Background: an optimization exercise with open tools, aiming at small area. Do not read the settings as production practice. Function was checked by simulation only, so behaviour that the tests miss may differ from the original. No activity file was given, so power comes from the tool's default toggle rates.

[flow/config.mk]
export PLATFORM = sky130hd
export DESIGN_NAME = flash_cfi_ctrl
export DESIGN_NICKNAME = flash_cfi_ctrl
export VERILOG_FILES = /design/flow/design.v
export SDC_FILE = /design/flow/constraint.sdc
export NUM_CORES = 4
export LEC_CHECK = 0
export CAP_MARGIN = 20
export CORE_MARGIN = 2
export CORE_UTILIZATION = 55
export SLEW_MARGIN = 20
[flow/constraint.sdc]
create_clock -name core_clock -period 20.0 [get_ports {clk}]
set_input_delay 4.0000 -clock core_clock [delete_from_list [all_inputs] [get_ports {clk}]]
set_output_delay 4.0000 -clock core_clock [all_outputs]
set_load 0.01 [all_outputs]
[flow/design.v]
module flash_cfi_ctrl (
    input  wire        clk,
    input  wire        rst,
    input  wire        start,
    input  wire [1:0]  op,
    input  wire [31:0] arg_first,
    input  wire [31:0] arg_last,
    input  wire [31:0] arg_addr,
    input  wire [31:0] arg_len,
    output wire        idle,
    output reg         done,
    output reg  [3:0]  status,
    output wire [31:0] ret_size,
    output wire [31:0] warn_skipped,
    output wire [31:0] warn_recovered,
    output reg         initialized,
    input  wire        prot_we,
    input  wire [4:0]  prot_idx,
    input  wire        prot_val,
    output reg         ev_valid,
    output reg  [1:0]  ev_kind,
    output wire [31:0] ev_addr,
    output reg  [7:0]  ev_wdata,
    input  wire        ev_ready,
    input  wire [7:0]  fb_rdata,
    input  wire [31:0] time_ms,
    output reg         irq_inhibit,
    output wire [31:0] buf_index,
    input  wire [7:0]  buf_data
);
    localparam [1:0] EV_WRITE = 2'd0, EV_READ = 2'd1, EV_TIME = 2'd2, EV_DELAY = 2'd3;
    localparam [1:0] STRAT_BYTE = 2'd0, STRAT_BYPASS = 2'd1, STRAT_BUFFER = 2'd2;
    localparam [5:0]
        IDLE   = 6'd0,
        P_RST  = 6'd1,  P_QE   = 6'd2,  P_QRY  = 6'd3,  P_NREG = 6'd4,
        P_BLK  = 6'd5,  P_EXIT = 6'd6,
        S_AS1  = 6'd7,  S_AS2  = 6'd8,  S_AS3  = 6'd9,  S_MFR  = 6'd10,
        S_ID0  = 6'd11, S_IDX  = 6'd12, S_RST  = 6'd13, S_QE   = 6'd14,
        S_VER  = 6'd15, S_EXIT = 6'd16,
        E_CNT  = 6'd17, E_RST  = 6'd18, E_S1   = 6'd19, E_S2   = 6'd20,
        E_S3   = 6'd21, E_S4   = 6'd22, E_S5   = 6'd23, E_ADV  = 6'd24,
        E_CONF = 6'd25, E_SET  = 6'd26,
        CHK    = 6'd27, W_U1   = 6'd28, W_U2   = 6'd29, W_CMD  = 6'd30,
        W_DATA = 6'd31, V_RD   = 6'd32,
        U_E1   = 6'd33, U_E2   = 6'd34, U_E3   = 6'd35, U_CMD  = 6'd36,
        U_DATA = 6'd37, U_X1   = 6'd38, U_X2   = 6'd39,
        F_FIND = 6'd40, F_U1   = 6'd41, F_U2   = 6'd42, F_CMD  = 6'd43,
        F_CNT  = 6'd44, F_DATA = 6'd45, F_CONF = 6'd46,
        L_T0   = 6'd47, L_RD   = 6'd48, L_RR   = 6'd49, L_TM   = 6'd50,
        L_RET  = 6'd51, A_RST  = 6'd52;
    reg [5:0] st;
    reg        w2;                   
    reg [1:0]  nm1;                  
    reg        rev;                  
    reg [5:0]  scount;               
    reg [4:0]  rc0, rc1, rc2, rc3;   
    reg [13:0] rz0, rz1, rz2, rz3;   
    reg [4:0]  e_word, e_buf, e_erase;
    reg [4:0]  rs_exp;
    reg [3:0]  mbw;                  
    reg [1:0]  strategy;
    reg [31:0] prot;
    reg        qok, pk, ak, big, dpend, vlt, veq, vold, id07;
    reg [1:0]  dmc;
    reg [2:0]  fcode;
    reg        opk;                  
    reg        vf;                   
    reg        ubf;                  
    reg        anyu;                 
    reg        pok;
    reg [21:0] ra;                   
    reg [26:0] rl;                   
    reg [22:0] ri;                   
    reg [7:0]  cnt;                  
    reg [31:0] t0;
    reg [5:0]  ws;
    reg [22:0] wr;
    reg [5:0]  s;
    reg [1:0]  r;
    reg [4:0]  c;
    reg [13:0] ss;                   
    assign idle = (st == IDLE);
    assign ret_size = initialized ? (32'd1 << rs_exp) : 32'd0;
    assign warn_skipped = {26'd0, ws};
    assign warn_recovered = {9'd0, wr};
    assign buf_index = {9'd0, ri};
    function [21:0] budget;
        input [4:0] e;
        begin
            case (e)
                5'd11: budget = 22'd3;
                5'd12: budget = 22'd5;
                5'd13: budget = 22'd9;
                5'd14: budget = 22'd17;
                5'd15: budget = 22'd33;
                5'd16: budget = 22'd66;
                5'd17: budget = 22'd132;
                5'd18: budget = 22'd263;
                5'd19: budget = 22'd525;
                5'd20: budget = 22'd1049;
                5'd21: budget = 22'd2098;
                5'd22: budget = 22'd4195;
                5'd23: budget = 22'd8389;
                5'd24: budget = 22'd16778;
                5'd25: budget = 22'd33555;
                5'd26: budget = 22'd67109;
                5'd27: budget = 22'd134218;
                5'd28: budget = 22'd268436;
                5'd29: budget = 22'd536871;
                5'd30: budget = 22'd1073742;
                5'd31: budget = 22'd2147484;
                default: budget = 22'd2;
            endcase
        end
    endfunction
    function [32:0] radd;
        input [31:0] a;
        input [31:0] b;
        input        ci;
        integer j;
        reg cy;
        begin
            cy = ci;
            for (j = 0; j < 32; j = j + 1) begin
                radd[j] = a[j] ^ b[j] ^ cy;
                cy = (a[j] & b[j]) | (cy & (a[j] ^ b[j]));
            end
            radd[32] = cy;
        end
    endfunction
    function [31:0] rinc;
        input [31:0] a;
        integer j;
        reg cy;
        begin
            cy = 1'b1;
            for (j = 0; j < 32; j = j + 1) begin
                rinc[j] = a[j] ^ cy;
                cy = cy & a[j];
            end
        end
    endfunction
    function [31:0] rdec;
        input [31:0] a;
        integer j;
        reg bw;
        begin
            bw = 1'b1;
            for (j = 0; j < 32; j = j + 1) begin
                rdec[j] = a[j] ^ bw;
                bw = bw & ~a[j];
            end
        end
    endfunction
    wire buf_mode = (strategy == STRAT_BUFFER) & ~vf;
    wire [4:0]  e_sel = opk ? e_erase : (buf_mode ? e_buf : e_word);
    wire [21:0] lut = budget(e_sel);
    wire [26:0] bud = opk ? rl : {5'd0, lut};
    wire [32:0] acc_sum = radd({5'd0, rl}, {10'd0, lut}, 1'b0);
    wire [32:0] el_full = radd(time_ms, ~t0, 1'b1);
    wire [31:0] elapsed = el_full[31:0];
    wire [32:0] bd_full = radd({5'd0, bud}, ~elapsed, 1'b1);
    wire timeout = ~bd_full[32];
    reg [4:0]  rc_cur;
    reg [13:0] rz_cur;
    always @(*) begin
        case (r)
            2'd0: begin rc_cur = rc0; rz_cur = rz0; end
            2'd1: begin rc_cur = rc1; rz_cur = rz1; end
            2'd2: begin rc_cur = rc2; rz_cur = rz2; end
            default: begin rc_cur = rc3; rz_cur = rz3; end
        endcase
    end
    wire [32:0] ns_full = radd({18'd0, ss}, {18'd0, rz_cur}, 1'b0);
    wire [13:0] ns = ns_full[13:0];
    wire [31:0] s_inc_full = rinc({26'd0, s});
    wire [5:0]  s_inc = s_inc_full[5:0];
    wire        is_last = (s_inc == scount);
    wire        prot_s = prot[s[4:0]];
    wire        qgate = (st == P_QRY) | (st == P_NREG) | (st == P_BLK) |
                        (st == S_MFR) | (st == S_ID0) | (st == S_IDX);
    wire [32:0] sum_full = radd({10'd0, ra[21:16], ra[15:0] & {16{~qgate}}}, {10'd0, ri[21:0]}, 1'b0);
    wire [21:0] sum = sum_full[21:0];
    wire [31:0] ri_inc_full = rinc({9'd0, ri});
    wire [22:0] ri_inc = ri_inc_full[22:0];
    wire [31:0] rl_dec_full = rdec({9'd0, rl[22:0]});
    wire [22:0] rl_dec = rl_dec_full[22:0];
    wire [31:0] wr_inc_full = rinc({9'd0, wr});
    wire [22:0] wr_inc = wr_inc_full[22:0];
    wire [21:0] qaddr = w2 ? {sum[20:0], 1'b0} : sum;
    wire [32:0] dd_full = radd({18'd0, ns}, {18'h3FFFF, ~sum[21:8]}, 1'b1);
    wire [14:0] dd = dd_full[14:0];
    wire        room_le0 = dd[14] | (dd[13:0] == 14'd0);
    wire        room_one = (dd == 15'd1);
    wire [7:0]  sneg = ~sum[7:0] + 8'd1;
    wire [8:0]  remc  = (|rl[22:8]) ? 9'h100 : {1'b0, rl[7:0]};
    wire [8:0]  roomc = (is_last | ~room_one) ? 9'h100 : {(sum[7:0] == 8'd0), sneg};
    wire [8:0]  bufc  = 9'd1 << mbw;
    wire [8:0]  n1 = (remc < roomc) ? remc : roomc;
    wire [8:0]  nn = (n1 < bufc) ? n1 : bufc;
    wire [7:0]  nm = nn[7:0] - 8'd1;
    reg [21:0] aoff;
    assign ev_addr = {10'h3FF, aoff};
    always @(*) begin
        ev_valid = 1'b1;
        ev_kind  = EV_WRITE;
        ev_wdata = 8'h00;
        aoff     = 22'd0;
        case (st)
            P_RST, P_EXIT, S_RST, S_EXIT, E_RST, A_RST: ev_wdata = 8'hF0;
            P_QE, S_QE: begin aoff = w2 ? 22'h0AA : 22'h055; ev_wdata = 8'h98; end
            S_AS1, E_S1, E_S4, W_U1, U_E1, F_U1: begin
                aoff = w2 ? 22'hAAA : 22'h555; ev_wdata = 8'hAA;
            end
            S_AS2, E_S2, E_S5, W_U2, U_E2, F_U2: begin
                aoff = w2 ? 22'h555 : 22'h2AA; ev_wdata = 8'h55;
            end
            S_AS3:  begin aoff = w2 ? 22'hAAA : 22'h555; ev_wdata = 8'h90; end
            E_S3:   begin aoff = w2 ? 22'hAAA : 22'h555; ev_wdata = 8'h80; end
            W_CMD:  begin aoff = w2 ? 22'hAAA : 22'h555; ev_wdata = 8'hA0; end
            U_E3:   begin aoff = w2 ? 22'hAAA : 22'h555; ev_wdata = 8'h20; end
            U_CMD:  ev_wdata = 8'hA0;
            U_X1:   ev_wdata = 8'h90;
            U_X2:   ev_wdata = 8'h00;
            P_QRY, P_NREG, P_BLK, S_MFR, S_ID0, S_IDX, S_VER: begin
                ev_kind = EV_READ; aoff = qaddr;
            end
            W_DATA, U_DATA, F_DATA: begin aoff = sum; ev_wdata = buf_data; end
            V_RD, L_RD, L_RR: begin ev_kind = EV_READ; aoff = sum; end
            E_CONF: begin ev_valid = ~prot_s; aoff = {ss, 8'd0}; ev_wdata = 8'h30; end
            F_CMD:  begin aoff = {ss, 8'd0}; ev_wdata = 8'h25; end
            F_CNT:  begin aoff = {ss, 8'd0}; ev_wdata = cnt; end
            F_CONF: begin aoff = {ss, 8'd0}; ev_wdata = 8'h29; end
            L_T0, L_TM: ev_kind = EV_TIME;
            E_SET:  ev_kind = EV_DELAY;
            default: ev_valid = 1'b0;
        endcase
    end
    always @(*) begin
        case (st)
            E_S1, E_S2, E_S3, E_S4, E_S5, E_ADV, E_CONF, E_SET: irq_inhibit = 1'b1;
            default: irq_inhibit = 1'b0;
        endcase
    end
    wire fire = ev_valid & ev_ready;
    wire [5:0] boff = ri[5:0];
    wire [5:0] brel = boff - 6'h2D;
    wire [32:0] tsum_full = radd({26'd0, scount}, {27'd0, fb_rdata[4:0]}, 1'b1);
    wire [6:0] tsum = tsum_full[6:0];
    wire [4:0] e_pick = boff[1] ? e_word : (boff[0] ? e_erase : e_buf);
    wire [32:0] e_full = radd({27'd0, e_pick}, {27'd0, fb_rdata[4:0]}, 1'b0);
    wire [4:0] e_add = e_full[4:0];
    wire       q_exp = (fb_rdata == ((ri[1:0] == 2'd0) ? 8'h51 :
                                     (ri[1:0] == 2'd1) ? 8'h52 : 8'h59));
    wire [1:0] strat_def = (mbw != 4'd0) ? STRAT_BUFFER : STRAT_BYTE;
    task iter_reset;
        begin
            s  <= 6'd0;
            c  <= 5'd0;
            ss <= 14'd0;
            r  <= rev ? nm1 : 2'd0;
        end
    endtask
    task iter_step;
        begin
            ss <= ns;
            s  <= s_inc;
            if (c == rc_cur) begin
                c <= 5'd0;
                r <= rev ? r - 2'd1 : r + 2'd1;
            end else
                c <= c + 5'd1;
        end
    endtask
    task finish;
        input [3:0] code;
        begin
            status <= code;
            done   <= 1'b1;
            st     <= IDLE;
        end
    endtask
    always @(posedge clk) begin
        if (rst) begin
            st          <= IDLE;
            done        <= 1'b0;
            status      <= 4'd0;
            initialized <= 1'b0;
            ws          <= 6'd0;
            wr          <= 23'd0;
        end else begin
            done <= 1'b0;
            case (st)
            IDLE: begin
                if (prot_we && initialized && {1'b0, prot_idx} < scount)
                    prot[prot_idx] <= prot_val;
                if (start) begin
                    case (op)
                        2'd0: begin
                            w2   <= 1'b0;
                            ra   <= 22'd0;
                            prot <= 32'd0;
                            st   <= P_RST;
                        end
                        2'd1: begin
                            ws   <= 6'd0;
                            opk  <= 1'b1;
                            anyu <= 1'b0;
                            if ((|arg_first[31:6]) || (arg_first[5:0] > scount) ||
                                (|arg_last[31:6])  || (arg_last[5:0] > scount) ||
                                (arg_first[5:0] > arg_last[5:0]))
                                finish(4'd6);
                            else begin
                                ri <= {13'd0, arg_last[4:0], arg_first[4:0]};
                                s  <= {1'b0, arg_first[4:0]};
                                st <= E_CNT;
                            end
                        end
                        2'd2: begin
                            opk <= 1'b0;
                            vf  <= 1'b0;
                            ubf <= 1'b0;
                            wr  <= 23'd0;
                            ra  <= arg_addr[21:0];
                            rl  <= {4'd0, arg_len[22:0]};
                            ri  <= 23'd0;
                            iter_reset;
                            st  <= (strategy == STRAT_BYPASS) ? U_E1 : CHK;
                        end
                        default: finish(4'd0);
                    endcase
                end
            end
            P_RST: if (fire) st <= P_QE;
            P_QE: if (fire) begin ri <= 23'h10; st <= P_QRY; end
            P_QRY: if (fire) begin
                qok <= (ri[1:0] == 2'd0 ? 1'b1 : qok) & q_exp;
                if (ri[1:0] == 2'd2) begin
                    if (qok & q_exp) begin
                        ri <= 23'h2C;
                        st <= P_NREG;
                    end else begin
                        fcode <= 3'd1;
                        st <= P_EXIT;
                    end
                end else
                    ri <= ri + 23'd1;
            end
            P_NREG: if (fire) begin
                nm1    <= fb_rdata[1:0] - 2'd1;
                ri     <= 23'h10;
                scount <= 6'd0;
                big    <= 1'b0;
                if (fb_rdata == 8'd0) begin
                    fcode <= 3'd2;
                    st <= P_EXIT;
                end else if (fb_rdata > 8'd4) begin
                    fcode <= 3'd3;
                    st <= P_EXIT;
                end else
                    st <= P_BLK;
            end
            P_BLK: if (fire) begin
                case (boff)
                    6'h13: pk <= (fb_rdata == 8'h02);
                    6'h14: pk <= pk & (fb_rdata == 8'h00);
                    6'h15: if (pk) ra[7:0]  <= fb_rdata;
                    6'h16: if (pk) ra[15:8] <= fb_rdata;
                    6'h17: ak <= (fb_rdata == 8'h02);
                    6'h18: ak <= ak & (fb_rdata == 8'h00);
                    6'h19: if (!pk && ak) ra[7:0]  <= fb_rdata;
                    6'h1A: if (!pk && ak) ra[15:8] <= fb_rdata;
                    6'h1F: e_word  <= fb_rdata[4:0];
                    6'h20: e_buf   <= fb_rdata[4:0];
                    6'h21: e_erase <= fb_rdata[4:0];
                    6'h23: e_word  <= e_add;
                    6'h24: e_buf   <= e_add;
                    6'h25: e_erase <= e_add;
                    6'h27: rs_exp  <= fb_rdata[4:0];
                    6'h2A: mbw     <= (|fb_rdata[4:3]) ? 4'd8 : {1'b0, fb_rdata[2:0]};
                    default: if (boff >= 6'h2D) begin
                        case (brel[1:0])
                            2'd0: begin
                                case (brel[3:2])
                                    2'd0: rc0 <= fb_rdata[4:0];
                                    2'd1: rc1 <= fb_rdata[4:0];
                                    2'd2: rc2 <= fb_rdata[4:0];
                                    default: rc3 <= fb_rdata[4:0];
                                endcase
                                scount <= tsum[5:0];
                                if ((|fb_rdata[7:5]) || tsum[6] || (tsum[5] && (|tsum[4:0])))
                                    big <= 1'b1;
                            end
                            2'd1: if (fb_rdata != 8'd0) big <= 1'b1;
                            2'd2: begin
                                case (brel[3:2])
                                    2'd0: rz0[7:0] <= fb_rdata;
                                    2'd1: rz1[7:0] <= fb_rdata;
                                    2'd2: rz2[7:0] <= fb_rdata;
                                    default: rz3[7:0] <= fb_rdata;
                                endcase
                            end
                            default: begin
                                case (brel[3:2])
                                    2'd0: rz0[13:8] <= fb_rdata[5:0];
                                    2'd1: rz1[13:8] <= fb_rdata[5:0];
                                    2'd2: rz2[13:8] <= fb_rdata[5:0];
                                    default: rz3[13:8] <= fb_rdata[5:0];
                                endcase
                            end
                        endcase
                    end
                endcase
                if (boff == {2'b11, nm1, 2'b00}) begin
                    fcode <= big ? 3'd4 : 3'd0;
                    st <= P_EXIT;
                end else
                    ri <= ri + 23'd1;
            end
            P_EXIT: if (fire) begin
                if (fcode == 3'd0) begin
                    if (pk | ak)
                        st <= S_AS1;
                    else
                        finish(4'd5);
                end else if (fcode == 3'd1 && !w2) begin
                    w2 <= 1'b1;
                    st <= P_RST;
                end else
                    finish({1'b0, fcode});
            end
            S_AS1: if (fire) st <= S_AS2;
            S_AS2: if (fire) st <= S_AS3;
            S_AS3: if (fire) begin ri <= 23'd0; st <= S_MFR; end
            S_MFR: if (fire) begin
                dmc <= (fb_rdata == 8'h01) ? 2'd1 :
                       (fb_rdata == 8'h04) ? 2'd2 :
                       (fb_rdata == 8'hC2) ? 2'd3 : 2'd0;
                ri <= 23'd1;
                st <= S_ID0;
            end
            S_ID0: if (fire) begin
                id07 <= fb_rdata[7];
                if (fb_rdata == 8'h7E) begin
                    dmc <= (dmc == 2'd1) ? 2'd3 : 2'd0;
                    ri <= 23'h0E;
                    st <= S_IDX;
                end else begin
                    strategy <= (dmc == 2'd2 && fb_rdata == 8'h49) ? STRAT_BYPASS :
                                (dmc == 2'd3 && fb_rdata == 8'hA8) ? STRAT_BUFFER : strat_def;
                    st <= S_RST;
                end
            end
            S_IDX: if (fire) begin
                if (!ri[0]) begin
                    dmc <= (dmc == 2'd3 && fb_rdata == 8'h1A) ? 2'd1 :
                           (dmc == 2'd3 && fb_rdata == 8'h10) ? 2'd2 : 2'd0;
                    ri <= 23'h0F;
                end else begin
                    strategy <= (dmc == 2'd1 && fb_rdata == 8'h00) ? STRAT_BYPASS :
                                (dmc == 2'd2 && fb_rdata == 8'h00) ? STRAT_BYTE : strat_def;
                    st <= S_RST;
                end
            end
            S_RST: if (fire) st <= S_QE;
            S_QE: if (fire) begin ri <= 23'd3; st <= S_VER; end
            S_VER: if (fire) begin
                if (ri[3]) begin
                    rev <= ((vold ? id07 : (fb_rdata == 8'h03)) && nm1 != 2'd0);
                    st <= S_EXIT;
                end else if (ri[2]) begin
                    vold <= vlt | (veq & (fb_rdata < 8'h31));
                    ri <= 23'h0F;
                end else begin
                    vlt <= (fb_rdata < 8'h31);
                    veq <= (fb_rdata == 8'h31);
                    ri <= 23'd4;
                end
            end
            S_EXIT: if (fire) begin
                initialized <= 1'b1;
                finish(4'd0);
            end
            E_CNT: begin
                ws <= ws + {5'd0, prot_s};
                if (s[4:0] == ri[9:5]) begin
                    if (anyu | ~prot_s) begin
                        rl <= 27'd0;
                        iter_reset;
                        st <= E_RST;
                    end else
                        finish(4'd7);
                end else begin
                    anyu <= anyu | ~prot_s;
                    s <= s_inc;
                end
            end
            E_RST: if (fire) st <= E_S1;
            E_S1: if (fire) st <= E_S2;
            E_S2: if (fire) st <= E_S3;
            E_S3: if (fire) st <= E_S4;
            E_S4: if (fire) st <= E_S5;
            E_S5: if (fire) st <= E_ADV;
            E_ADV: begin
                if (s[4:0] == ri[4:0])
                    st <= E_CONF;
                else
                    iter_step;
            end
            E_CONF: begin
                if (prot_s || fire) begin
                    if (fire) begin
                        ra <= {ss, 8'd0};
                        rl <= acc_sum[26:0];
                    end
                    if (s[4:0] == ri[9:5]) begin
                        ri <= 23'd0;
                        st <= E_SET;
                    end else
                        iter_step;
                end
            end
            E_SET: if (fire) st <= L_T0;
            CHK: begin
                if (rl[22:0] == 23'd0) begin
                    if (vf)
                        finish(4'd0);
                    else if (strategy == STRAT_BYPASS)
                        st <= U_X1;
                    else begin
                        vf <= 1'b1;
                        rl <= {4'd0, ri};
                        ri <= 23'd0;
                    end
                end else if (vf)
                    st <= V_RD;
                else case (strategy)
                    STRAT_BYPASS: st <= U_CMD;
                    STRAT_BUFFER: st <= F_FIND;
                    default:      st <= W_U1;
                endcase
            end
            V_RD: if (fire) begin
                if (fb_rdata != buf_data)
                    st <= W_U1;
                else begin
                    ri <= ri_inc;
                    rl <= {4'd0, rl_dec};
                    st <= CHK;
                end
            end
            W_U1:   if (fire) st <= W_U2;
            W_U2:   if (fire) st <= W_CMD;
            W_CMD:  if (fire) st <= W_DATA;
            W_DATA: if (fire) st <= L_T0;
            U_E1:   if (fire) st <= U_E2;
            U_E2:   if (fire) st <= U_E3;
            U_E3:   if (fire) st <= CHK;
            U_CMD:  if (fire) st <= U_DATA;
            U_DATA: if (fire) st <= L_T0;
            U_X1:   if (fire) st <= U_X2;
            U_X2:   if (fire) begin
                if (ubf)
                    finish(4'd9);
                else begin
                    vf <= 1'b1;
                    rl <= {4'd0, ri};
                    ri <= 23'd0;
                    st <= CHK;
                end
            end
            F_FIND: begin
                if (!is_last && room_le0)
                    iter_step;
                else begin
                    cnt <= nm;
                    st  <= F_U1;
                end
            end
            F_U1:   if (fire) st <= F_U2;
            F_U2:   if (fire) st <= F_CMD;
            F_CMD:  if (fire) st <= F_CNT;
            F_CNT:  if (fire) st <= F_DATA;
            F_DATA: if (fire) begin
                if (cnt == 8'd0)
                    st <= F_CONF;
                else begin
                    cnt <= cnt - 8'd1;
                    ri  <= ri_inc;
                    rl  <= {4'd0, rl_dec};
                end
            end
            F_CONF: if (fire) st <= L_T0;
            L_T0: if (fire) begin t0 <= time_ms; st <= L_RD; end
            L_RD: if (fire) begin
                if (fb_rdata[7] == (opk | buf_data[7])) begin
                    pok <= 1'b1;
                    st  <= L_RET;
                end else if (fb_rdata[5])
                    st <= L_RR;
                else
                    st <= L_TM;
            end
            L_RR: if (fire) begin
                pok <= (fb_rdata[7] == (opk | buf_data[7]));
                st  <= L_RET;
            end
            L_TM: if (fire) begin
                if (timeout) begin
                    pok <= 1'b0;
                    st  <= L_RET;
                end else
                    st <= L_RD;
            end
            L_RET: begin
                if (opk) begin
                    if (pok) finish(4'd0); else st <= A_RST;
                end else if (pok) begin
                    ri <= ri_inc;
                    rl <= {4'd0, rl_dec};
                    if (vf) wr <= wr_inc;
                    st <= CHK;
                end else if (!vf && strategy == STRAT_BYPASS) begin
                    ubf <= 1'b1;
                    st  <= U_X1;
                end else
                    st <= A_RST;
            end
            A_RST: if (fire) finish(opk ? 4'd8 : vf ? 4'd10 : 4'd9);
            default: st <= IDLE;
            endcase
        end
    end
endmodule
[flow/flow/run.sh]
#!/bin/bash
# The standard layout (standard.sh: the standard flow's synthesis and ORFS flow, unchanged),
# except that the port buffers placed by buffer_ports use the smallest buffer
# cell (sky130_fd_sc_hd__buf_1) instead of the tool's default pick.
set -euo pipefail
export BUFFER_PORTS_ARGS="-buffer_cell sky130_fd_sc_hd__buf_1"
bash standard.sh "BUFFER_PORTS_ARGS=-buffer_cell sky130_fd_sc_hd__buf_1" finish > standard_flow.log 2>&1
[flow/standard.sh]
#!/bin/bash
# synth_recipe.tcl (not shown) runs the flow's synth.tcl, then flattens the netlist and writes it again
# the make line also repeats each setting of config.mk as NAME=value (left out here)
make -C /OpenROAD-flow-scripts/flow DESIGN_CONFIG=/design/flow/config.mk WORK_HOME=/design/flow/orfs CLKGATE_MAP_FILE= SYNTH_SCRIPT=/design/flow/synth_recipe.tcl "${@:-finish}"
==> results of run 1 <==
-- registers in the layout, indices dropped and copies added, names as in the netlist, 22 cells and up, named ones only --
| signal | count |
|---|---|
| prot | 32 |
| t0 | 32 |
| rl | 27 |
| ri | 23 |
| wr | 23 |
| ra | 22 |
-- metrics by stage --
| step | setup slack [ps] | hold slack (ps) |
|---|---|---|
| 3_3_place_gp | 2750 | 495 |
| 4_1_cts | 2580 | 518 |
| 3_5_place_dp | 2660 | 500 |
| 6_report | 2450 | 512 |
| 2_1_floorplan | 4310 | 474 |
| 5_1_grt | 1650 | 531 |
-- worst max-delay path: cells and delay by family, from the launching register on --
family	cells	cell delay, ps
AOI/OAI and AO/OA	12	3130
xor gates and xnor gates	2	240
adders and majority gates	25	9720
buffers and inverters	6	1090
DFF	1	310
muxes	1	350
and+or+nand+nor	11	2430
-- metal layers --
layer,global-route usage,up-vias
met3,0.0622,273
li1,-,10715
met4,0.170,0
met2,0.569,1398
met5,0,-
met1,0.468,11628
-- kinds of logic (layout without fill, tap and decap cells) --
family | Yosys count | after routing | share of synthesized area
buf+inv | 389 | 595 | 0.0634
compound gates | 621 | 621 | 0.158
fa+ha+maj | 279 | 279 | 0.156
mux | 81 | 81 | 0.0358
xor+xnor | 106 | 106 | 0.0360
simple gates | 1045 | 1045 | 0.180
other cells | 2 | 56 | 0.000281
flops | 343 | 343 | 0.370
-- area by class of cell --
class | count | share of cell area
Antenna cell | 2 | 0.000170
Timing Repair Buffer | 337 | 0.0484
Clock inverter | 20 | 0.00755
Tap cell | 615 | 0.0261
Clock buffer | 53 | 0.0381
Inverter | 185 | 0.0235
Multi-Input combinational cell | 2186 | 0.521
Sequential cell | 343 | 0.335
-- power by group through the flow --
stage | clock [mW] | combinational, mW | sequential [mW]
after detailed placement | 0 | 2.07 | 1.09
after global placement | 0 | 2.05 | 1.08
after global routing | 0.796 | 2.32 | 1.09
after floorplan | 0 | 1.43 | 1.04
after CTS | 0.774 | 2.08 | 1.07
final | 0.764 | 2.12 | 1.08
-- worst max path at each step --
stage | end | slack (ps)
2_1_floorplan | cnt[7] | 4310
3_3_place_gp | cnt[2] | 2750
3_5_place_dp | flop | 2660
4_1_cts | cnt[2] | 2580
5_1_grt | cnt[6] | 1650
6_report | cnt[6] | 2450
-- cell usage in the layout (no fill, tap or decap), types with 28 or more instances in the layout --
cell                        count
sky130_fd_sc_hd__nor4_1        39
sky130_fd_sc_hd__xnor2_1       66
sky130_fd_sc_hd__nand2_1      286
sky130_fd_sc_hd__a211oi_1      35
sky130_fd_sc_hd__xor2_1        38
sky130_fd_sc_hd__a222oi_1      28
sky130_fd_sc_hd__nor3_1        69
sky130_fd_sc_hd__dfxtp_1       42
sky130_fd_sc_hd__conb_1        54
sky130_fd_sc_hd__a21oi_1      149
sky130_fd_sc_hd__and2_1        51
sky130_fd_sc_hd__inv_1        178
sky130_fd_sc_hd__nand3_1       63
sky130_fd_sc_hd__a21o_1        31
sky130_fd_sc_hd__mux2i_1       55
sky130_fd_sc_hd__a22oi_1       30
sky130_fd_sc_hd__o21ai_0      127
sky130_fd_sc_hd__buf_1        292
sky130_fd_sc_hd__and3_1        29
sky130_fd_sc_hd__buf_4         43
sky130_fd_sc_hd__fa_1          90
sky130_fd_sc_hd__nor2_1       370
sky130_fd_sc_hd__edfxtp_1     301
sky130_fd_sc_hd__ha_1         189
sky130_fd_sc_hd__clkbuf_16     43
==> impl_results.md, run 1 <==
- CP endpoint kind: flop
- Number of I/O pins: 368
- Proportion of power drawn by the clock network: 0.193
- Top layer in use: met4
- Global-route wire length before repair: 136,000 µm
- Switching power summed over all nets: 1.81 mW
- Layout Cells excl Fill: 3,741
- Tot Pwr: 3.96 mW
- Async set or reset register ratio after synthesis: 0
- Max stage delay on crit path: 520 ps
- Final routed wire length divided by cell count: 24.3 µm
- Routed vias/inst: 6.42
- Overall die height: 224 µm
- Area occupied by registers: 9880 µm²
- Via count of the first global-routing pass: 23,088
- Most frequent cell on the critical path: sky130_fd_sc_hd__fa_1
- Post-route DRC violation count: 0
- Most common library cells after synthesis: sky130_fd_sc_hd__nor2_1, sky130_fd_sc_hd__edfxtp_1, sky130_fd_sc_hd__nand2_1
- Pre-antenna DRT Iters: 8
- Number of library cell types mapped by synthesis: 91
- Area of the placeable core: 47,800 µm²
- Status: complete, no violations
- Via total after detailed routing: 24,014
- Worst reg2reg path startpoint: st[0]
- Critical-path cell with the highest stage delay: sky130_fd_sc_hd__fa_1
- Leak Pwr: 11.5 nW
- Global-route congestion overflow total: 0
- Average size of a mapped cell: 9.31 µm²
- Post-CTS resize count: 0
- Number of antenna violations at the first check in global routing: 2
- Minimum period implied by the final worst setup slack: 17,550 ps
- Met3 wire length: 8700 µm
- Sw Share: 0.457
- Last weighted congestion value of the routability-driven placer: 0.998
- Register area share after synthesis: 0.370
- GRT Resource Usage Total: 0.355
- Met1 wire length: 35,800 µm
- Worst clock skew on the final layout: 17.2 ps
- Post-placement cell area: 28,100 µm²
- Total CTS buffers: 40
- Final antenna-violating net count: 0
- Startpoint-to-endpoint class of the critical path: flop to flop
- Maximum frequency from static timing analysis: 57.0 MHz
- Cell accounting for the most synthesized area: sky130_fd_sc_hd__edfxtp_1
- Max FO, Critical Path: 17
- Wire length on met2: 41,600 µm
- Syn. warnings: 1
- Buffers on Ports: 294
- Worst VDD drop: 108 µV
- Yosys reg bits: 343
- EDFF count, synth: 301
- Arrival time reported for the critical path endpoint: 17,860 ps
- Share of final-layout standard cells stronger than drive strength 1: 0.0535
- Post-CTS setup repair buffer count: 0
- Clock-pin slew reported for the worst setup and hold paths after clock tree synthesis: 60 ps
- Area enclosed by the die boundary: 50,300 µm²
- Area share of the largest cell type after synthesis: 0.339
- Count of hold-fix buffers inserted at cts: 0
- Total of fill cells in the finished design: 4,197
- Worst Hold Path EP: status[1]
- Launch point of the critical path: st[0]
- Proportion of power drawn by flip-flops and latches: 0.272
- Final core utilization: 0.616
- Worst Reg2Reg Path Length in Cells: 57
- End of the worst register-to-register path: cnt[6]
- Total count of hold-check failures in the final report: 0
- Sink Count: 343
- Combinational group share of total power: 0.535
- Internal Dissipation: 2.15 mW
- Area taken by multi-input logic gates: 15,400 µm²
- Root buffer cell: sky130_fd_sc_hd__clkbuf_16
- Nature of the critical path startpoint: flop
- Post-DP HPWL: 68,300 µm
- Number of stages on the worst hold path: 2
- Count of placed standard cells including taps: 3,666
- CTS tree: built
- Count of final setup violators: 0
- First-iteration detailed-routing DRC count: 2,956
- Worst slew margin relative to its limit: 0.234
- Final-layout setup total negative slack: 0 ps
- Max Cap Viol: 0
- Post-route clock period utilization: 0.878
- Count of pins over their slew limit: 0
- Initial core utilization: 0.558
- Row cnt: 80
- Hold Crit Start: status[1]
- CTS H-Tree Depth: 2
- Maximum number of pins on one net before global-route repair: 54
- Total power divided by cell area: 134 nW/µm²
- Synthesis-to-layout area growth: 10.5%
- Cell Area, Synth: 26,700 µm²
- Total routed wirelength: 90,700 µm
- Clock network latency to the later pin of the worst-skew pair: 580 ps
- Most used DFF post-synth: sky130_fd_sc_hd__edfxtp_1
- Type of the tightest min-delay check: flop to flop
- Final-stage net count: 3,561
- Final instance area: 29,500 µm²
- Slew of the pin with the lowest slew margin: 1140 ps
- Setup repair after global routing missed its margin: no
- Post-synthesis cell count: 2,866
- Flop2flop setup slack: 2450 ps
- Most repeated cell in the gate-level netlist after synthesis: sky130_fd_sc_hd__nor2_1
- Top cells by area in the synthesized netlist: sky130_fd_sc_hd__edfxtp_1, sky130_fd_sc_hd__ha_1, sky130_fd_sc_hd__fa_1, sky130_fd_sc_hd__nor2_1, sky130_fd_sc_hd__nand2_1
- Required time of the critical path: 20,310 ps
- Buffer levels on the longest clock path: 3
- Die boundary width: 224 µm
==> run 2, diff against run 1 <==
--- a/flow/design.v
+++ b/flow/design.v
@@ -35,15 +35,15 @@
         P_RST  = 6'd1,  P_QE   = 6'd2,  P_QRY  = 6'd3,  P_NREG = 6'd4,
         P_BLK  = 6'd5,  P_EXIT = 6'd6,
-        S_AS1  = 6'd7,  S_AS2  = 6'd8,  S_AS3  = 6'd9,  S_MFR  = 6'd10,
+        UL1    = 6'd7,  UL2    = 6'd8,  S_AS3  = 6'd9,  S_MFR  = 6'd10,
         S_ID0  = 6'd11, S_IDX  = 6'd12, S_RST  = 6'd13, S_QE   = 6'd14,
         S_VER  = 6'd15, S_EXIT = 6'd16,
-        E_CNT  = 6'd17, E_RST  = 6'd18, E_S1   = 6'd19, E_S2   = 6'd20,
-        E_S3   = 6'd21, E_S4   = 6'd22, E_S5   = 6'd23, E_ADV  = 6'd24,
+        E_CNT  = 6'd17, E_RST  = 6'd18,
+        E_S3   = 6'd21, E_ADV  = 6'd24,
         E_CONF = 6'd25, E_SET  = 6'd26,
-        CHK    = 6'd27, W_U1   = 6'd28, W_U2   = 6'd29, W_CMD  = 6'd30,
+        CHK    = 6'd27, W_CMD  = 6'd30,
         W_DATA = 6'd31, V_RD   = 6'd32,
-        U_E1   = 6'd33, U_E2   = 6'd34, U_E3   = 6'd35, U_CMD  = 6'd36,
+        U_E3   = 6'd35, U_CMD  = 6'd36,
         U_DATA = 6'd37, U_X1   = 6'd38, U_X2   = 6'd39,
-        F_FIND = 6'd40, F_U1   = 6'd41, F_U2   = 6'd42, F_CMD  = 6'd43,
+        F_FIND = 6'd40, F_LEN  = 6'd41, F_CMD  = 6'd43,
         F_CNT  = 6'd44, F_DATA = 6'd45, F_CONF = 6'd46,
         L_T0   = 6'd47, L_RD   = 6'd48, L_RR   = 6'd49, L_TM   = 6'd50,
@@ -61,20 +61,29 @@
     reg [1:0]  strategy;
     reg [31:0] prot;
-    reg        qok, pk, ak, big, dpend, vlt, veq, vold, id07;
-    reg [1:0]  dmc;
-    reg [2:0]  fcode;
     reg        opk;                  
+    reg        opi;                  
     reg        vf;                   
-    reg        ubf;                  
-    reg        anyu;                 
-    reg        pok;
     reg [21:0] ra;                   
     reg [26:0] rl;                   
     reg [22:0] ri;                   
-    reg [7:0]  cnt;                  
     reg [31:0] t0;
+    wire [7:0] cnt   = t0[7:0];      
+    wire       qok   = t0[8];
+    wire       pk    = t0[9];
+    wire       ak    = t0[10];
+    wire       big   = t0[11];
+    wire       vlt   = t0[12];
+    wire       veq   = t0[13];
+    wire       vold  = t0[14];
+    wire       id07  = t0[15];
+    wire [1:0] dmc   = t0[17:16];
+    wire [2:0] fcode = t0[20:18];
+    wire       e2    = t0[21];       
+    wire       anyu  = t0[22];       
+    wire       ubf   = t0[23];       
+    wire       pok   = t0[24];       
     reg [5:0]  ws;
     reg [22:0] wr;
-    reg [5:0]  s;
+    reg [4:0]  s;
     reg [1:0]  r;
     reg [4:0]  c;
@@ -160,6 +169,6 @@
     wire [32:0] el_full = radd(time_ms, ~t0, 1'b1);
     wire [31:0] elapsed = el_full[31:0];
-    wire [32:0] bd_full = radd({5'd0, bud}, ~elapsed, 1'b1);
-    wire timeout = ~bd_full[32];
+    wire [32:0] bd_full = radd({5'd0, bud}, {5'd0, ~elapsed[26:0]}, 1'b1);
+    wire timeout = (|elapsed[31:27]) | ~bd_full[27];
     reg [4:0]  rc_cur;
     reg [13:0] rz_cur;
@@ -174,5 +183,5 @@
     wire [32:0] ns_full = radd({18'd0, ss}, {18'd0, rz_cur}, 1'b0);
     wire [13:0] ns = ns_full[13:0];
-    wire [31:0] s_inc_full = rinc({26'd0, s});
+    wire [31:0] s_inc_full = rinc({27'd0, s});
     wire [5:0]  s_inc = s_inc_full[5:0];
     wire        is_last = (s_inc == scount);
@@ -193,11 +202,9 @@
     wire        room_le0 = dd[14] | (dd[13:0] == 14'd0);
     wire        room_one = (dd == 15'd1);
-    wire [7:0]  sneg = ~sum[7:0] + 8'd1;
-    wire [8:0]  remc  = (|rl[22:8]) ? 9'h100 : {1'b0, rl[7:0]};
-    wire [8:0]  roomc = (is_last | ~room_one) ? 9'h100 : {(sum[7:0] == 8'd0), sneg};
-    wire [8:0]  bufc  = 9'd1 << mbw;
-    wire [8:0]  n1 = (remc < roomc) ? remc : roomc;
-    wire [8:0]  nn = (n1 < bufc) ? n1 : bufc;
-    wire [7:0]  nm = nn[7:0] - 8'd1;
+    wire [7:0]  room1 = (is_last | ~room_one) ? 8'hFF : ~sum[7:0];
+    wire [7:0]  rem1  = (|rl[22:8]) ? 8'hFF : rl_dec[7:0];
+    wire [7:0]  bmask = ~(8'hFF << mbw);
+    wire [7:0]  n1 = (rem1 < cnt) ? rem1 : cnt;
+    wire [7:0]  nm = (|(n1 & ~bmask)) ? bmask : n1;
     reg [21:0] aoff;
     assign ev_addr = {10'h3FF, aoff};
@@ -210,8 +217,8 @@
             P_RST, P_EXIT, S_RST, S_EXIT, E_RST, A_RST: ev_wdata = 8'hF0;
             P_QE, S_QE: begin aoff = w2 ? 22'h0AA : 22'h055; ev_wdata = 8'h98; end
-            S_AS1, E_S1, E_S4, W_U1, U_E1, F_U1: begin
+            UL1: begin
                 aoff = w2 ? 22'hAAA : 22'h555; ev_wdata = 8'hAA;
             end
-            S_AS2, E_S2, E_S5, W_U2, U_E2, F_U2: begin
+            UL2: begin
                 aoff = w2 ? 22'h555 : 22'h2AA; ev_wdata = 8'h55;
             end
@@ -239,9 +246,11 @@
     always @(*) begin
         case (st)
-            E_S1, E_S2, E_S3, E_S4, E_S5, E_ADV, E_CONF, E_SET: irq_inhibit = 1'b1;
+            UL1, UL2: irq_inhibit = opk;
+            E_S3, E_ADV, E_CONF, E_SET: irq_inhibit = 1'b1;
             default: irq_inhibit = 1'b0;
         endcase
     end
     wire fire = ev_valid & ev_ready;
+    wire [31:0] pdec = 32'd1 << prot_idx;
     wire [5:0] boff = ri[5:0];
     wire [5:0] brel = boff - 6'h2D;
@@ -256,5 +265,5 @@
     task iter_reset;
         begin
-            s  <= 6'd0;
+            s  <= 5'd0;
             c  <= 5'd0;
             ss <= 14'd0;
@@ -265,5 +274,5 @@
         begin
             ss <= ns;
-            s  <= s_inc;
+            s  <= s_inc[4:0];
             if (c == rc_cur) begin
                 c <= 5'd0;
@@ -294,8 +303,10 @@
             IDLE: begin
                 if (prot_we && initialized && {1'b0, prot_idx} < scount)
-                    prot[prot_idx] <= prot_val;
+                    prot <= (prot & ~pdec) | (pdec & {32{prot_val}});
                 if (start) begin
                     case (op)
                         2'd0: begin
+                            opi  <= 1'b1;
+                            opk  <= 1'b0;
                             w2   <= 1'b0;
                             ra   <= 22'd0;
@@ -305,6 +316,8 @@
                         2'd1: begin
                             ws   <= 6'd0;
+                            opi  <= 1'b0;
                             opk  <= 1'b1;
-                            anyu <= 1'b0;
+                            t0[21]   <= 1'b0;
+                            t0[22] <= 1'b0;
                             if ((|arg_first[31:6]) || (arg_first[5:0] > scount) ||
                                 (|arg_last[31:6])  || (arg_last[5:0] > scount) ||
@@ -313,12 +326,12 @@
                             else begin
                                 ri <= {13'd0, arg_last[4:0], arg_first[4:0]};
-                                s  <= {1'b0, arg_first[4:0]};
+                                s  <= arg_first[4:0];
                                 st <= E_CNT;
                             end
                         end
                         2'd2: begin
+                            opi <= 1'b0;
                             opk <= 1'b0;
                             vf  <= 1'b0;
-                            ubf <= 1'b0;
                             wr  <= 23'd0;
                             ra  <= arg_addr[21:0];
@@ -326,5 +339,5 @@
                             ri  <= 23'd0;
                             iter_reset;
-                            st  <= (strategy == STRAT_BYPASS) ? U_E1 : CHK;
+                            st  <= (strategy == STRAT_BYPASS) ? UL1 : CHK;
                         end
                         default: finish(4'd0);
@@ -335,5 +348,5 @@
             P_QE: if (fire) begin ri <= 23'h10; st <= P_QRY; end
             P_QRY: if (fire) begin
-                qok <= (ri[1:0] == 2'd0 ? 1'b1 : qok) & q_exp;
+                t0[8] <= (ri[1:0] == 2'd0 ? 1'b1 : qok) & q_exp;
                 if (ri[1:0] == 2'd2) begin
                     if (qok & q_exp) begin
@@ -341,5 +354,5 @@
                         st <= P_NREG;
                     end else begin
-                        fcode <= 3'd1;
+                        t0[20:18] <= 3'd1;
                         st <= P_EXIT;
                     end
@@ -351,10 +364,10 @@
                 ri     <= 23'h10;
                 scount <= 6'd0;
-                big    <= 1'b0;
+                t0[11]    <= 1'b0;
                 if (fb_rdata == 8'd0) begin
-                    fcode <= 3'd2;
+                    t0[20:18] <= 3'd2;
                     st <= P_EXIT;
                 end else if (fb_rdata > 8'd4) begin
-                    fcode <= 3'd3;
+                    t0[20:18] <= 3'd3;
                     st <= P_EXIT;
                 end else
@@ -363,10 +376,10 @@
             P_BLK: if (fire) begin
                 case (boff)
-                    6'h13: pk <= (fb_rdata == 8'h02);
-                    6'h14: pk <= pk & (fb_rdata == 8'h00);
+                    6'h13: t0[9] <= (fb_rdata == 8'h02);
+                    6'h14: t0[9] <= pk & (fb_rdata == 8'h00);
                     6'h15: if (pk) ra[7:0]  <= fb_rdata;
                     6'h16: if (pk) ra[15:8] <= fb_rdata;
-                    6'h17: ak <= (fb_rdata == 8'h02);
-                    6'h18: ak <= ak & (fb_rdata == 8'h00);
+                    6'h17: t0[10] <= (fb_rdata == 8'h02);
+                    6'h18: t0[10] <= ak & (fb_rdata == 8'h00);
                     6'h19: if (!pk && ak) ra[7:0]  <= fb_rdata;
                     6'h1A: if (!pk && ak) ra[15:8] <= fb_rdata;
@@ -390,7 +403,7 @@
                                 scount <= tsum[5:0];
                                 if ((|fb_rdata[7:5]) || tsum[6] || (tsum[5] && (|tsum[4:0])))
-                                    big <= 1'b1;
+                                    t0[11] <= 1'b1;
                             end
-                            2'd1: if (fb_rdata != 8'd0) big <= 1'b1;
+                            2'd1: if (fb_rdata != 8'd0) t0[11] <= 1'b1;
                             2'd2: begin
                                 case (brel[3:2])
@@ -413,5 +426,5 @@
                 endcase
                 if (boff == {2'b11, nm1, 2'b00}) begin
-                    fcode <= big ? 3'd4 : 3'd0;
+                    t0[20:18] <= big ? 3'd4 : 3'd0;
                     st <= P_EXIT;
                 end else
@@ -421,5 +434,5 @@
                 if (fcode == 3'd0) begin
                     if (pk | ak)
-                        st <= S_AS1;
+                        st <= UL1;
                     else
                         finish(4'd5);
@@ -430,9 +443,21 @@
                     finish({1'b0, fcode});
             end
-            S_AS1: if (fire) st <= S_AS2;
-            S_AS2: if (fire) st <= S_AS3;
+            UL1: if (fire) st <= UL2;
+            UL2: if (fire) begin
+                if (opi)
+                    st <= S_AS3;
+                else if (opk)
+                    st <= e2 ? E_ADV : E_S3;
+                else if (vf)
+                    st <= W_CMD;
+                else case (strategy)
+                    STRAT_BYPASS: st <= U_E3;
+                    STRAT_BUFFER: st <= F_CMD;
+                    default:      st <= W_CMD;
+                endcase
+            end
             S_AS3: if (fire) begin ri <= 23'd0; st <= S_MFR; end
             S_MFR: if (fire) begin
-                dmc <= (fb_rdata == 8'h01) ? 2'd1 :
+                t0[17:16] <= (fb_rdata == 8'h01) ? 2'd1 :
                        (fb_rdata == 8'h04) ? 2'd2 :
                        (fb_rdata == 8'hC2) ? 2'd3 : 2'd0;
@@ -441,7 +466,7 @@
             end
             S_ID0: if (fire) begin
-                id07 <= fb_rdata[7];
+                t0[15] <= fb_rdata[7];
                 if (fb_rdata == 8'h7E) begin
-                    dmc <= (dmc == 2'd1) ? 2'd3 : 2'd0;
+                    t0[17:16] <= (dmc == 2'd1) ? 2'd3 : 2'd0;
                     ri <= 23'h0E;
                     st <= S_IDX;
@@ -454,5 +479,5 @@
             S_IDX: if (fire) begin
                 if (!ri[0]) begin
-                    dmc <= (dmc == 2'd3 && fb_rdata == 8'h1A) ? 2'd1 :
+                    t0[17:16] <= (dmc == 2'd3 && fb_rdata == 8'h1A) ? 2'd1 :
                            (dmc == 2'd3 && fb_rdata == 8'h10) ? 2'd2 : 2'd0;
                     ri <= 23'h0F;
@@ -470,9 +495,9 @@
                     st <= S_EXIT;
                 end else if (ri[2]) begin
-                    vold <= vlt | (veq & (fb_rdata < 8'h31));
+                    t0[14] <= vlt | (veq & (fb_rdata < 8'h31));
                     ri <= 23'h0F;
                 end else begin
-                    vlt <= (fb_rdata < 8'h31);
-                    veq <= (fb_rdata == 8'h31);
+                    t0[12] <= (fb_rdata < 8'h31);
+                    t0[13] <= (fb_rdata == 8'h31);
                     ri <= 23'd4;
                 end
@@ -492,14 +517,10 @@
                         finish(4'd7);
                 end else begin
-                    anyu <= anyu | ~prot_s;
-                    s <= s_inc;
+                    t0[22] <= anyu | ~prot_s;
+                    s <= s_inc[4:0];
                 end
             end
-            E_RST: if (fire) st <= E_S1;
-            E_S1: if (fire) st <= E_S2;
-            E_S2: if (fire) st <= E_S3;
-            E_S3: if (fire) st <= E_S4;
-            E_S4: if (fire) st <= E_S5;
-            E_S5: if (fire) st <= E_ADV;
+            E_RST: if (fire) st <= UL1;
+            E_S3: if (fire) begin t0[21] <= 1'b1; st <= UL1; end
             E_ADV: begin
                 if (s[4:0] == ri[4:0])
@@ -526,6 +547,8 @@
                     if (vf)
                         finish(4'd0);
-                    else if (strategy == STRAT_BYPASS)
+                    else if (strategy == STRAT_BYPASS) begin
+                        t0[23] <= 1'b0;
                         st <= U_X1;
+                    end
                     else begin
                         vf <= 1'b1;
@@ -538,10 +561,10 @@
                     STRAT_BYPASS: st <= U_CMD;
                     STRAT_BUFFER: st <= F_FIND;
-                    default:      st <= W_U1;
+                    default:      st <= UL1;
                 endcase
             end
             V_RD: if (fire) begin
                 if (fb_rdata != buf_data)
-                    st <= W_U1;
+                    st <= UL1;
                 else begin
                     ri <= ri_inc;
@@ -550,10 +573,6 @@
                 end
             end
-            W_U1:   if (fire) st <= W_U2;
-            W_U2:   if (fire) st <= W_CMD;
             W_CMD:  if (fire) st <= W_DATA;
             W_DATA: if (fire) st <= L_T0;
-            U_E1:   if (fire) st <= U_E2;
-            U_E2:   if (fire) st <= U_E3;
             U_E3:   if (fire) st <= CHK;
             U_CMD:  if (fire) st <= U_DATA;
@@ -574,10 +593,12 @@
                     iter_step;
                 else begin
-                    cnt <= nm;
-                    st  <= F_U1;
+                    t0[7:0] <= room1;
+                    st  <= F_LEN;
                 end
             end
-            F_U1:   if (fire) st <= F_U2;
-            F_U2:   if (fire) st <= F_CMD;
+            F_LEN: begin
+                t0[7:0] <= nm;
+                st  <= UL1;
+            end
             F_CMD:  if (fire) st <= F_CNT;
             F_CNT:  if (fire) st <= F_DATA;
@@ -586,5 +607,5 @@
                     st <= F_CONF;
                 else begin
-                    cnt <= cnt - 8'd1;
+                    t0[7:0] <= cnt - 8'd1;
                     ri  <= ri_inc;
                     rl  <= {4'd0, rl_dec};
@@ -595,5 +616,5 @@
             L_RD: if (fire) begin
                 if (fb_rdata[7] == (opk | buf_data[7])) begin
-                    pok <= 1'b1;
+                    t0[24] <= 1'b1;
                     st  <= L_RET;
                 end else if (fb_rdata[5])
@@ -603,10 +624,10 @@
             end
             L_RR: if (fire) begin
-                pok <= (fb_rdata[7] == (opk | buf_data[7]));
+                t0[24] <= (fb_rdata[7] == (opk | buf_data[7]));
                 st  <= L_RET;
             end
             L_TM: if (fire) begin
                 if (timeout) begin
-                    pok <= 1'b0;
+                    t0[24] <= 1'b0;
                     st  <= L_RET;
                 end else
@@ -622,5 +643,5 @@
                     st <= CHK;
                 end else if (!vf && strategy == STRAT_BYPASS) begin
-                    ubf <= 1'b1;
+                    t0[23] <= 1'b1;
                     st  <= U_X1;
                 end else
--- a/flow/config.mk
+++ b/flow/config.mk
@@ -9,3 +9,6 @@
 export CORE_MARGIN = 2
 export CORE_UTILIZATION = 55
+export CTS_BUF_LIST = sky130_fd_sc_hd__clkbuf_16
+export CTS_CLUSTER_DIAMETER = 60
+export CTS_CLUSTER_SIZE = 20
 export SLEW_MARGIN = 20
==> run 2 against run 1 <==
  * Utilization about the same
  * Combinational power shrank 28%
  * Sequential share of layout area down 1.5 points
  * Power decreased by 20%
  * Clock power decreased by 6.5%
  * Flip-flop and latch count shrank 25
  * Non-clock buffer count rose by 23
  * Final cell count decreased by 1.2%
  * Count of clock-buffer cells in the layout down 14
  * Hold slack got worse by 42 ps
  * Register-to-register slack improved by 2200 ps
  * Cell area fell by 3.1%
  * Critical path type is now input pin to flop
  * Highest routed layer is now met5
==> impl_results.md, run 2 <==
- Status: complete, no violations
- First-iteration detailed-routing DRC count: 2,911
- Final instance area: 28,600 µm²
- Most frequent cell on the critical path: sky130_fd_sc_hd__fa_1
- Average size of a mapped cell: 9.15 µm²
- Row cnt: 79
- Final-stage net count: 3,517
- Slew of the pin with the lowest slew margin: 1090 ps
- Worst reg2reg path startpoint: st[0]
- Final setup margin: 2800 ps
- End of the worst register-to-register path: r[0]
- Leading cell type in the layout, fill and taps excluded: sky130_fd_sc_hd__nor2_1
- Setup repair after global routing missed its margin: no
- Cell Area, Synth: 25,700 µm²
- Post-route DRC violation count: 0
- Flop2flop setup slack: 4610 ps
- Post-CTS setup repair buffer count: 0
- Type of the tightest min-delay check: flop to flop
- Syn. warnings: 1
- Final core utilization: 0.617
- Final routed wire length divided by cell count: 25.9 µm
- Root buffer cell: sky130_fd_sc_hd__clkbuf_16
- Via count of the first global-routing pass: 22,556
- Nature of the critical path startpoint: input pin
- Most used DFF post-synth: sky130_fd_sc_hd__edfxtp_1
- Post-route clock period utilization: 0.860
- Final-layout setup total negative slack: 0 ps
- Pre-antenna DRT Iters: 9
- Leak Pwr: 11.3 nW
- Global-route wire length before repair: 140,000 µm
- Post-synthesis cell count: 2,811
- Crit-path leading delay family: adder cells
- Count of hold-fix buffers inserted at cts: 0
- Worst slack at placement: 2300 ps
- CP endpoint kind: flop
- CTS tree: built
- Worst Reg2Reg Path Length in Cells: 41
- Async set or reset register ratio after synthesis: 0
- Sink Count: 318
- Max stage delay on crit path: 550 ps
- Max Cap Viol: 0
- Overall die height: 220 µm
- Initial core utilization: 0.555
- Yosys reg bits: 318
- Count of pins over their slew limit: 0
- Routed vias/inst: 6.50
- EDFF count, synth: 277
- Biggest regs: prot (32), t0 (32), rl (27)
- Final antenna-violating net count: 0
- Maximum number of pins on one net before global-route repair: 53
- Most repeated cell in the gate-level netlist after synthesis: sky130_fd_sc_hd__nor2_1
- Number of antenna violations at the first check in global routing: 2
- Total of fill cells in the finished design: 4,046
- Arrival time reported for the critical path endpoint: 17,640 ps
- Minimum period implied by the final worst setup slack: 17,200 ps
- Total count of hold-check failures in the final report: 0
- Most frequent cells in the layout: sky130_fd_sc_hd__nor2_1, sky130_fd_sc_hd__nand2_1, sky130_fd_sc_hd__buf_1
- Total power divided by cell area: 111 nW/µm²
- Cell accounting for the most synthesized area: sky130_fd_sc_hd__edfxtp_1
- Top cells by area in the synthesized netlist: sky130_fd_sc_hd__edfxtp_1, sky130_fd_sc_hd__ha_1, sky130_fd_sc_hd__fa_1, sky130_fd_sc_hd__nor2_1, sky130_fd_sc_hd__nand2_1
- Worst slew margin relative to its limit: 0.274
- Worst clock skew on the final layout: 21.4 ps
- Count of final setup violators: 0
- Clock-pin slew reported for the worst setup and hold paths after clock tree synthesis: 60 ps
- Top layer in use: met5
- Buffers and inverters on the worst path: 6
- Startpoint-to-endpoint class of the critical path: input pin to flop
- Die boundary width: 220 µm
- Area of the placeable core: 46,400 µm²
- Post-placement cell area: 27,300 µm²
- Area occupied by registers: 9140 µm²
- Clock network latency to the later pin of the worst-skew pair: 580 ps
- Last weighted congestion value of the routability-driven placer: 1.04
- Launch point of the critical path: time_ms[0]
- Via total after detailed routing: 24,013
- Layout Cells excl Fill: 3,695
- CTS H-Tree Depth: 2
- Post-DP HPWL: 72,200 µm
- Total CTS buffers: 37
- Global-route congestion overflow total: 0
- Maximum frequency from static timing analysis: 58.2 MHz
- Number of stages on the worst setup path: 46
- Post-CTS resize count: 0
- Count of placed standard cells including taps: 3,627
- Number of I/O pins: 368
- Number of library cell types mapped by synthesis: 94
- Max FO, Critical Path: 2
- Met1 wire length: 36,800 µm
- CP endpoint: st[1]
- Synthesis-to-layout area growth: 11.2%
- Wire length on met2: 42,600 µm
- GRT Resource Usage Total: 0.389
- Total routed wirelength: 95,600 µm
- Area share of the largest cell type after synthesis: 0.324
- Buffers on Ports: 294
- Buffer levels on the longest clock path: 3
- Critical-path cell with the highest stage delay: sky130_fd_sc_hd__o211ai_1
- Required time of the critical path: 20,440 ps
- Most common library cells after synthesis: sky130_fd_sc_hd__nor2_1, sky130_fd_sc_hd__nand2_1, sky130_fd_sc_hd__edfxtp_1
- Share of final-layout standard cells stronger than drive strength 1: 0.0632
- Area taken by multi-input logic gates: 15,100 µm²
- Met3 wire length: 10,600 µm
- Area enclosed by the die boundary: 48,500 µm²
- Worst VDD drop: 128 µV
- Register area share after synthesis: 0.355
==> run 2: changes by cell type after synthesis, sizes merged, moves of 12 or more <==
cell | previous run | this run
nor2 | 371 | 341
edfxtp | 301 | 277
ha | 189 | 166
o21ai | 136 | 159
inv | 180 | 202
and2 | 53 | 32
a22oi | 30 | 12
xnor2 | 67 | 49
fa | 90 | 103
clkbuf | 123 | 111
==> run 2: per-layer routing <==
metal	up-vias	track usage
li1	10571	-
met1	11588	0.521
met2	1560	0.605
met3	292	0.0745
met4	2	0.198
met5	-	0.00303
==> run 2: logic make-up after synthesis <==
family,Yosys count,share of synthesized area
and+or+nand+nor,1004,0.180
other,2,0.000292
buffers and inverters,406,0.0689
DFF,318,0.355
muxes,87,0.0384
adders and majority gates,269,0.161
AOI/OAI and AO/OA,647,0.169
xor gates and xnor gates,78,0.0266
==> run 2: cell type report <==
type / count / share of cell area
Clock buffer: 39 / 0.0341
Antenna cell: 1 / 0.0000875
Multi-Input combinational cell: 2139 / 0.527
Inverter: 203 / 0.0266
Sequential cell: 318 / 0.320
Timing Repair Buffer: 360 / 0.0560
Clock inverter: 28 / 0.0101
Tap cell: 607 / 0.0266
==> run 2: power by group <==
group | switching, mW | total (mW) | internal (mW)
clock | 0.330 | 0.714 | 0.385
sequential | 0.103 | 0.951 | 0.849
combinational | 0.990 | 1.52 | 0.528
total | 1.42 | 3.18 | 1.76
==> run 2: worst min path at each step <==
| stage | cells after the start | to | slack [ps] | startpoint |
|---|---|---|---|---|
| 6_report | 1 | status[2] | 470 | status[2] |
| 5_1_grt | 1 | status[0] | 500 | status[0] |
| 4_1_cts | 1 | status[2] | 470 | status[2] |
| 3_5_place_dp | 1 | status[2] | 460 | status[2] |
| 3_3_place_gp | 1 | status[1] | 460 | status[1] |
| 2_1_floorplan | 2 | ws[5] | 500 | ws[5] |
==> run 2: worst register-to-register path, delay by kind of cell, from the launching register on <==
kind	cells	cell delay [ps]
AOI/OAI and AO/OA	2	350
buffers and inverters	5	760
and+or+nand+nor	11	3440
adders and majority gates	23	9840
DFF	1	730
==> run 2: stage by stage <==
| stage | hold slack [ps] | power, mW |
|---|---|---|
| 4_1_cts | 474 | 3.15 |
| 2_1_floorplan | 502 | 1.92 |
| 3_3_place_gp | 463 | 2.40 |
| 3_5_place_dp | 459 | 2.44 |
| 5_1_grt | 501 | 3.36 |
| 6_report | 470 | 3.18 |
==> run 3, diff against run 2 <==
--- a/flow/config.mk
+++ b/flow/config.mk
@@ -9,6 +9,6 @@
 export CORE_MARGIN = 2
 export CORE_UTILIZATION = 55
-export CTS_BUF_LIST = sky130_fd_sc_hd__clkbuf_16
-export CTS_CLUSTER_DIAMETER = 60
-export CTS_CLUSTER_SIZE = 20
+export CTS_BUF_LIST = sky130_fd_sc_hd__clkbuf_8
+export CTS_CLUSTER_DIAMETER = 50
+export CTS_CLUSTER_SIZE = 12
 export SLEW_MARGIN = 20
==> run 3 against run 2 <==
  * Critical path type unchanged
  * Clock power fell by 22%
  * Critical path depth did not move
  * Power fell by 4.9%
  * Largest power group unchanged
  * Sequential share of layout area rose by 0.41 points
  * Non-clock buffer count did not move
  * Hold slack improved by 0.78 ps
  * Critical endpoint is now st[0]
  * Die area did not move
  * Synthesized cell count did not move
  * Worst setup slack improved by 79 ps
  * Still clean on timing, DRC and antenna
==> impl_results.md, run 3 <==
- Count of placed standard cells including taps: 3,627
- Die boundary width: 220 µm
- Setup repair after global routing missed its margin: no
- GRT Resource Usage Total: 0.389
- Global-route congestion overflow total: 0
- Row cnt: 79
- Buffer levels on the longest clock path: 3
- Total routed wirelength: 95,500 µm
- Fraction of the mapped netlist area in compound gates: 0.169
- Overall die height: 220 µm
- EDFF count, synth: 277
- Max stage delay on crit path: 580 ps
- Post-DP HPWL: 72,200 µm
- First-iteration detailed-routing DRC count: 3,171
- Count of antenna diodes in the layout: 0
- Flop2flop setup slack: 4560 ps
- Post-CTS setup repair buffer count: 0
- Final-layout setup total negative slack: 0 ps
- Async set or reset register ratio after synthesis: 0
- Syn. warnings: 1
- Area of the placeable core: 46,400 µm²
- Worst clock skew on the final layout: 37.4 ps
- Worst VDD drop: 131 µV
- Via total after detailed routing: 24,157
- Routed vias/inst: 6.53
- Status: complete, no violations
- Required time of the critical path: 20,560 ps
- Register area share after synthesis: 0.355
- Leading cell type in the layout, fill and taps excluded: sky130_fd_sc_hd__nor2_1
- Worst slew margin relative to its limit: 0.339
- Yosys reg bits: 318
- Most frequent cell on the critical path: sky130_fd_sc_hd__fa_1
- Global-route wire length before repair: 140,000 µm
- Share of final-layout standard cells stronger than drive strength 1: 0.0649
- Total power divided by cell area: 107 nW/µm²
- Initial core utilization: 0.555
- Area share of the largest cell type after synthesis: 0.324
- Total count of hold-check failures in the final report: 0
- Average size of a mapped cell: 9.15 µm²
- Number of library cell types mapped by synthesis: 94
- Root buffer cell: sky130_fd_sc_hd__clkbuf_8
- Startpoint-to-endpoint class of the critical path: input pin to flop
- Count of final setup violators: 0
- Type of the tightest min-delay check: flop to flop
- Maximum frequency from static timing analysis: 58.4 MHz
- Final-stage net count: 3,525
- Layout Cells excl Fill: 3,702
- Most frequent cells in the layout: sky130_fd_sc_hd__nor2_1, sky130_fd_sc_hd__nand2_1, sky130_fd_sc_hd__buf_1
- Biggest regs: prot (32), t0 (32), rl (27)
- Post-route clock period utilization: 0.856
- Most common library cells after synthesis: sky130_fd_sc_hd__nor2_1, sky130_fd_sc_hd__nand2_1, sky130_fd_sc_hd__edfxtp_1
- Fraction of synthesized cell area in xor and xnor cells: 0.0266
- Number of stages on the worst hold path: 1
- Count of hold-fix buffers inserted at cts: 0
- Buffers on Ports: 294
- Launch point of the critical path: time_ms[0]
- Post-route DRC violation count: 0
- Sink Count: 318
- Critical-path cell with the highest stage delay: sky130_fd_sc_hd__o211ai_1
- Final antenna-violating net count: 0
- Worst reg2reg path startpoint: st[0]
- Max Cap Viol: 0
- Number of I/O pins: 368
- Count of pins over their slew limit: 0
- Main combinational cell family by area after synthesis: simple AND/OR/NAND/NOR gates
- CP endpoint kind: flop
- Arrival time reported for the critical path endpoint: 17,670 ps
- Top cells by area in the synthesized netlist: sky130_fd_sc_hd__edfxtp_1, sky130_fd_sc_hd__ha_1, sky130_fd_sc_hd__fa_1, sky130_fd_sc_hd__nor2_1, sky130_fd_sc_hd__nand2_1
- Clock network latency to the later pin of the worst-skew pair: 680 ps
- Total CTS buffers: 45
- Via count of the first global-routing pass: 22,747
- Max FO, Critical Path: 2
- Simple-gate share of the synthesized area: 0.180
- Final instance area: 28,200 µm²
- Synthesis-to-layout area growth: 9.79%
- Post-CTS resize count: 0
- Cell accounting for the most synthesized area: sky130_fd_sc_hd__edfxtp_1
- CTS tree: built
- Last weighted congestion value of the routability-driven placer: 1.04
- Final core utilization: 0.609
- Worst Reg2Reg Path Length in Cells: 41
- Most used DFF post-synth: sky130_fd_sc_hd__edfxtp_1
- Area enclosed by the die boundary: 48,500 µm²
- Slew of the pin with the lowest slew margin: 987 ps
- Hold Crit Start: status[2]
- Mux share of post-synthesis cell area: 0.0384
- Cell Area, Synth: 25,700 µm²
- Number of antenna violations at the first check in global routing: 2
- Post-placement cell area: 27,300 µm²
- Maximum number of pins on one net before global-route repair: 53
- Share of synthesized cell area in full adder, half adder and majority cells: 0.161
- CTS H-Tree Depth: 2
- End of the worst register-to-register path: r[0]
- Minimum period implied by the final worst setup slack: 17,120 ps
- Most repeated cell in the gate-level netlist after synthesis: sky130_fd_sc_hd__nor2_1
- Clock-pin slew reported for the worst setup and hold paths after clock tree synthesis: 90 ps
- Nature of the critical path startpoint: input pin
- Worst Hold Path EP: status[2]
- Final routed wire length divided by cell count: 25.8 µm
- Leak Pwr: 11.1 nW
- Pre-antenna DRT Iters: 6
- Post-synthesis cell count: 2,811
==> run 3: cell counts after synthesis <==
Identical to the previous run, type by type.
==> run 3: worst max path at each step <==
stage               endpoint  slack, ps
floorplan             t0[24]       3590
global placement       st[1]       2600
detailed placement     st[1]       2300
CTS                    st[1]       2950
global route           st[0]       2340
finish                 st[0]       2880
==> run 3: layer usage <==
layer	global-route usage	wire length [µm]	vias to the layer above
met5	0	27	-
met4	0.192	5210	4
met3	0.0811	10400	301
met2	0.609	42900	1560
met1	0.516	37000	11716
li1	-	-	10576
==> run 3: metrics by stage <==
| step | setup WS [ps] | power [mW] | hold slack (ps) |
|---|---|---|---|
| after CTS | 2950 | 2.99 | 476 |
| after detailed placement | 2300 | 2.44 | 459 |
| after global routing | 2340 | 3.20 | 505 |
| after floorplan | 3590 | 1.92 | 502 |
| final | 2880 | 3.03 | 471 |
| after global placement | 2600 | 2.40 | 463 |
==> run 3: critical path: cells and delay by family <==
kind            cells  cell delay, ps
fa+ha+maj          31           11260
compound gates      4            1020
simple gates        3             620
buf+inv             6             400
xor+xnor            2             380
==> run 3: power breakdown <==
group	total, mW	internal, mW	switching, mW
clock	0.559	0.253	0.306
combinational	1.52	0.528	0.988
sequential	0.951	0.848	0.103
total	3.03	1.63	1.40
==> run 3: final cells by class <==
type	instances	area (µm²)
well taps	607	759
multi-input cells	2139	15100
clock inverters	29	268
inverters	203	762
clock buffers	46	633
repair buffers	360	1600
fillers	4079	18100
flip-flops and latches	318	9140
==> run 3: kinds of logic (layout without fill, tap and decap cells) <==
group | after synthesis | in the layout
AOI/OAI and AO/OA | 647 | 647
xor gates and xnor gates | 78 | 78
adders and majority gates | 269 | 269
buffers and inverters | 406 | 638
DFF | 318 | 318
muxes | 87 | 87
other | 2 | 54
and+or+nand+nor | 1004 | 1004

-- separate check: timing with driven ports --
How much do the figures lean on ideal ports? The routed layouts below were timed once more, with nothing changed but the port constraints. Step 1 (the two cells are an assumption about what drives the block):
set clk [get_ports {clk}]
set_driving_cell -lib_cell sky130_fd_sc_hd__clkbuf_16 $clk
set_driving_cell -lib_cell sky130_fd_sc_hd__buf_2 [delete_from_list [all_inputs] $clk]
Step 2 moves the port delays by t, midway between the first and last clock arrival at a register: inputs arrive t later, outputs are due t later. That takes back most of the time a late clock gives input paths. Three values: ideal ports, drivers, drivers and shift; two values: the first two.
run | t (ns) | setup slack, ns | worst slew at a driven data input, ns
run 1 | 0.631 | 2.446 / 2.446 / 2.396 | 0.05
run 2 | 0.631 | 2.805 / 2.845 / 2.214 | 0.07
run 3 | 0.721 | 2.884 / 2.924 / 2.203 | 0.07
After both steps every run listed still meets setup and hold. The setup slack of run 3, which loses most, moves by +0.040 ns with the drivers and by -0.681 ns with both steps.
